Context: an optimization exercise on an open-source flow, tuned for small area and a short achievable clock period. The choices shown serve that exercise and are no tape-out recipe.
At most, simulation tests tie the RTL to the original design; equivalence was not proved.
Power is estimated from default activity; no workload was simulated.

==> flow/design.v <==
module szservo_core (
    input  wire           clk,
    input  wire           rst,           
    input  wire           start,         
    input  wire           init,          
    input  wire           busy,          
    input  wire [767:0]   data,          
    output wire           ready,
    output wire           initialized,
    output wire           sclk,
    output wire           cs_n,
    output wire           sdo
);
    localparam integer C  = 32;
    localparam integer W  = 24;
    localparam integer L  = C * W;
    localparam integer RL = 16;          
    localparam integer NR = L / RL;      
    reg s_idle, s_setup, s_hold, s_delay, s_blo, s_bhi;
    reg csn_r;
    reg nld;                 
    reg [1:0] div_cnt;
    reg [4:0] bit_cnt;
    reg       init_latched;
    reg       initialized_r;
    reg       nrdy;          
    reg       ninit;         
    reg       sdo_r;
    reg       sh;            
    wire tick         = (div_cnt == 2'd0);
    wire word_zero;
    wire init_pending = (init | init_latched) & ~initialized_r;
    wire req          = start | init_pending;
    wire bit_zero     = (bit_cnt == 5'd0);
    wire div_load = (s_idle & req) | s_setup | s_hold | (s_bhi & busy & ~word_zero);
    wire go_setup = (s_idle & req) | s_hold | (s_bhi & busy & ~word_zero);
    wire go_hold  = s_setup & ~bit_zero;
    wire go_delay = s_setup & bit_zero;
    wire go_blo   = s_delay | (s_blo & busy);
    wire go_bhi   = (s_blo & ~busy) | (s_bhi & ~busy);
    wire go_idle  = (s_idle & ~req) | (s_bhi & busy & word_zero);
    wire n_idle   = tick ? go_idle  : s_idle;
    wire n_setup  = tick ? go_setup : s_setup;
    wire n_hold   = tick ? go_hold  : s_hold;
    wire n_delay  = tick ? go_delay : s_delay;
    wire n_initl  = init_latched | init;
    wire n_inited = initialized_r | (tick & s_bhi & busy & word_zero & init_pending);
    wire n_sh     = (div_cnt == 2'd1) & (s_hold | s_delay);
    reg  [L-1:0] rg;
    wire [L-1:0] rot;
    wire [NR-1:0] tap;
    genvar gr, gi;
    generate
        for (gr = 0; gr < NR; gr = gr + 1) begin : g_ring
            for (gi = 0; gi < RL; gi = gi + 1) begin : g_bit
                assign rot[gr*RL + gi] = rg[gr*RL + ((gi + RL - 1) % RL)];
            end
            assign tap[gr] = rg[gr*RL + RL - 1];
        end
    endgenerate
    always @(posedge clk) begin
        rg <= ~((data | {L{nld}}) & (rot | {L{s_idle}}));
    end
    reg  [9:0]    f;         
    reg           fnone;     
    reg  [3:0]    fq;        
    reg           nb1, v1;   
    reg           nb2, v2;   
    assign word_zero = fnone;
    wire fv   = ~fnone & (tap[f[9:4]] ^ f[0]);
    wire hit  = fnone | (fq == 4'd0);
    wire byp  = sh & ~v1;
    wire a_v  = sh ? v2 : v1;
    wire a_d  = sh ? nb2 : nb1;
    wire b_v  = sh ? 1'b0 : v2;
    wire take = hit & (byp | ~(a_v & b_v));
    wire put  = take & ~byp;
    always @(posedge clk) begin
        if (s_idle) begin
            nb1   <= init_pending ? data[W-2] : data[L-2];
            v1    <= 1'b1;
            v2    <= 1'b0;
            f     <= init_pending ? W - 3 : L - 3;
            fq    <= init_pending ? 4'd6 : 4'd14;    
            fnone <= 1'b0;
        end else begin
            nb1 <= (put & ~a_v) ? fv : a_d;
            v1  <= a_v | put;
            if (put & a_v)
                nb2 <= fv;
            v2  <= b_v | (put & a_v);
            if (!take)
                fq <= fq + 1'b1;
            if (take) begin
                f <= f - 1'b1;
                if (f == 10'd0)
                    fnone <= 1'b1;
            end
        end
    end
    always @(posedge clk) begin
        if (rst) begin
            s_idle        <= 1'b1;
            s_setup       <= 1'b0;
            s_hold        <= 1'b0;
            s_delay       <= 1'b0;
            s_blo         <= 1'b0;
            s_bhi         <= 1'b0;
            csn_r         <= 1'b1;
            nld           <= 1'b0;
            div_cnt       <= 2'd0;
            init_latched  <= 1'b0;
            initialized_r <= 1'b0;
            nrdy          <= 1'b0;
            ninit         <= 1'b1;
            sdo_r         <= 1'b0;
            sh            <= 1'b0;
        end else begin
            if (!tick)
                div_cnt <= div_cnt - 1'b1;
            else if (div_load)
                div_cnt <= 2'd3;
            init_latched  <= n_initl;
            initialized_r <= n_inited;
            s_idle  <= n_idle;
            nld     <= ~n_idle;
            s_setup <= n_setup;
            s_hold  <= n_hold;
            s_delay <= n_delay;
            csn_r   <= ~(n_setup | n_hold | n_delay);
            nrdy    <= ~n_idle | (n_initl & ~n_inited);
            ninit   <= ~n_inited;
            sh      <= n_sh;
            if (tick) begin
                s_blo <= go_blo;
                s_bhi <= go_bhi;
            end
            if (s_idle) begin
                if (tick)
                    sdo_r <= init_pending ? data[W-1] : (start & data[L-1]);
            end else if (sh)
                sdo_r <= v1 ? nb1 : fv;
        end
    end
    always @(posedge clk) begin
        if (tick) begin
            if (s_idle | (s_bhi & busy))
                bit_cnt <= W - 1;
            else if (s_hold)
                bit_cnt <= bit_cnt - 1'b1;
        end
    end
    assign sclk        = s_setup;
    assign cs_n        = csn_r;
    assign sdo         = sdo_r;
    assign ready       = ~(start | nrdy | (init & ninit));
    assign initialized = initialized_r;
endmodule
==> flow/config.mk <==
export PLATFORM = sky130hd
export DESIGN_NAME = szservo_core
export DESIGN_NICKNAME = szservo_core
export VERILOG_FILES = /design/flow/design.v
export SDC_FILE = /design/flow/constraint.sdc
export NUM_CORES = 4
export LEC_CHECK = 0
export CAP_MARGIN = 20
export CORE_MARGIN = 2
export CORE_UTILIZATION = 40
export CTS_BUF_LIST = sky130_fd_sc_hd__clkbuf_16
export CTS_CLUSTER_DIAMETER = 100
export CTS_CLUSTER_SIZE = 30
export SETUP_SLACK_MARGIN = 3.0
export SLEW_MARGIN = 20
==> flow/constraint.sdc <==
create_clock -name core_clock -period 5.0 [get_ports {clk}]
set_input_delay 1.0000 -clock core_clock [delete_from_list [all_inputs] [get_ports {clk}]]
set_output_delay 1.0000 -clock core_clock [all_outputs]
set_load 0.01 [all_outputs]
standard.sh (not shown) runs the stock make flow with config.mk's settings and CLKGATE_MAP_FILE= SYNTH_SCRIPT=/design/flow/synth_recipe.tcl, a recipe that flattens the netlist after the stock synthesis.
==> flow/flow/run.sh <==
#!/bin/bash
# Layout flow: the standard ORFS flow (standard.sh), with the port
# buffers made from the smallest buffer cell instead of the resizer's
# default choice. Every input and output port still gets its buffer.
set -euo pipefail
export BUFFER_PORTS_ARGS="-buffer_cell sky130_fd_sc_hd__buf_1"
bash standard.sh > standard_flow.log 2>&1
Change:
--- a/flow/design.v
+++ b/flow/design.v
@@ -11,14 +11,15 @@
     output wire           cs_n,
     output wire           sdo
 );
     localparam integer C  = 32;
     localparam integer W  = 24;
     localparam integer L  = C * W;
-    localparam integer RL = 16;          
+    localparam integer RL = 8;           
     localparam integer NR = L / RL;      
+    localparam integer NG = NR / 16;     
     reg s_idle, s_setup, s_hold, s_delay, s_blo, s_bhi;
     reg csn_r;
     reg nld;                 
     reg [1:0] div_cnt;
     reg [4:0] bit_cnt;
     reg       init_latched;
@@ -44,12 +45,13 @@
     wire n_hold   = tick ? go_hold  : s_hold;
     wire n_delay  = tick ? go_delay : s_delay;
     wire n_initl  = init_latched | init;
     wire n_inited = initialized_r | (tick & s_bhi & busy & word_zero & init_pending);
     wire n_sh     = (div_cnt == 2'd1) & (s_hold | s_delay);
     reg  [L-1:0] rg;
+    reg  [2:0]   ph;         
     wire [L-1:0] rot;
     wire [NR-1:0] tap;
     genvar gr, gi;
     generate
         for (gr = 0; gr < NR; gr = gr + 1) begin : g_ring
             for (gi = 0; gi < RL; gi = gi + 1) begin : g_bit
@@ -57,43 +59,46 @@
             end
             assign tap[gr] = rg[gr*RL + RL - 1];
         end
     endgenerate
     always @(posedge clk) begin
         rg <= ~((data | {L{nld}}) & (rot | {L{s_idle}}));
+        ph <= s_idle ? 3'd0 : ph + 1'b1;
     end
     reg  [9:0]    f;         
     reg           fnone;     
-    reg  [3:0]    fq;        
+    reg  [NG-1:0] p1;        
+    reg           pv;        
     reg           nb1, v1;   
     reg           nb2, v2;   
+    integer g;
+    always @(posedge clk) begin
+        for (g = 0; g < NG; g = g + 1)
+            p1[g] <= tap[g*16 + f[6:3]];
+    end
     assign word_zero = fnone;
-    wire fv   = ~fnone & (tap[f[9:4]] ^ f[0]);
-    wire hit  = fnone | (fq == 4'd0);
-    wire byp  = sh & ~v1;
+    wire fv   = ~fnone & (p1[f[9:7]] ^ ph[0]);
+    wire hit  = fnone | (pv & (ph + f[2:0] == 3'd0));
     wire a_v  = sh ? v2 : v1;
     wire a_d  = sh ? nb2 : nb1;
     wire b_v  = sh ? 1'b0 : v2;
-    wire take = hit & (byp | ~(a_v & b_v));
-    wire put  = take & ~byp;
+    wire take = hit & ~(a_v & b_v);
     always @(posedge clk) begin
+        pv <= ~s_idle & ~(take & (f[2:0] == 3'd0));
         if (s_idle) begin
             nb1   <= init_pending ? data[W-2] : data[L-2];
             v1    <= 1'b1;
             v2    <= 1'b0;
             f     <= init_pending ? W - 3 : L - 3;
-            fq    <= init_pending ? 4'd6 : 4'd14;    
             fnone <= 1'b0;
         end else begin
-            nb1 <= (put & ~a_v) ? fv : a_d;
-            v1  <= a_v | put;
-            if (put & a_v)
+            nb1 <= (take & ~a_v) ? fv : a_d;
+            v1  <= a_v | take;
+            if (take & a_v)
                 nb2 <= fv;
-            v2  <= b_v | (put & a_v);
-            if (!take)
-                fq <= fq + 1'b1;
+            v2  <= b_v | (take & a_v);
             if (take) begin
                 f <= f - 1'b1;
                 if (f == 10'd0)
                     fnone <= 1'b1;
             end
         end
@@ -136,13 +141,13 @@
                 s_bhi <= go_bhi;
             end
             if (s_idle) begin
                 if (tick)
                     sdo_r <= init_pending ? data[W-1] : (start & data[L-1]);
             end else if (sh)
-                sdo_r <= v1 ? nb1 : fv;
+                sdo_r <= nb1;
         end
     end
     always @(posedge clk) begin
         if (tick) begin
             if (s_idle | (s_bhi & busy))
                 bit_cnt <= W - 1;
Outcome: The new run completed with no timing, DRC or antenna violations. Routed wire length came out higher by a few percent. Clock skew hardly moves. Flip-flop and latch count went up by 6. Die area increases by a few percent. Hold slack gets better by 4.3 ps. Cell area rose slightly. Worst setup slack improved by 3.2 ps. Via count grows slightly. Clock-buffer cell count falls by 6. Utilization is lower by 0.68 points. Clock power is lower by roughly a tenth. First-iteration DRC count rises by a few percent.
Only the layout flow was run in the second run of this note; the RTL was not checked for function there.

-- static timing again, ports no longer ideal --
Ports are ideal in the flow. The routed layouts listed here were re-timed in OpenROAD. Step 1: set_driving_cell puts a clkbuf_16 on clk and a buf_2 on each other input, an assumption about the parent block. Step 2 times the ports against the registers' clock, not the clock port: input delays grow and output delays shrink by t, the midpoint of the rising clock arrivals with the driver on. a / b / c = no drivers / after step 1 / after step 2; a / b = the first two.
| run | t (ns) | setup WS [ns] | worst hold slack (ns) | worst setup path at the end | worst slew at a driven data input, ns |
|---|---|---|---|---|---|
| the first run | 0.633 | 2.566 / 2.524 / 2.314 | 0.406 / 0.406 / 0.406 | input to register | 0.12 |
| the second run | 0.677 | 2.569 / 2.528 / 2.528 | 0.410 / 0.410 / 0.410 | input to output | 0.17 |
After both steps every run listed still meets setup and hold. For the first run, which loses most, drivers alone change the setup slack by -0.042 ns; drivers and shift together by -0.252 ns.
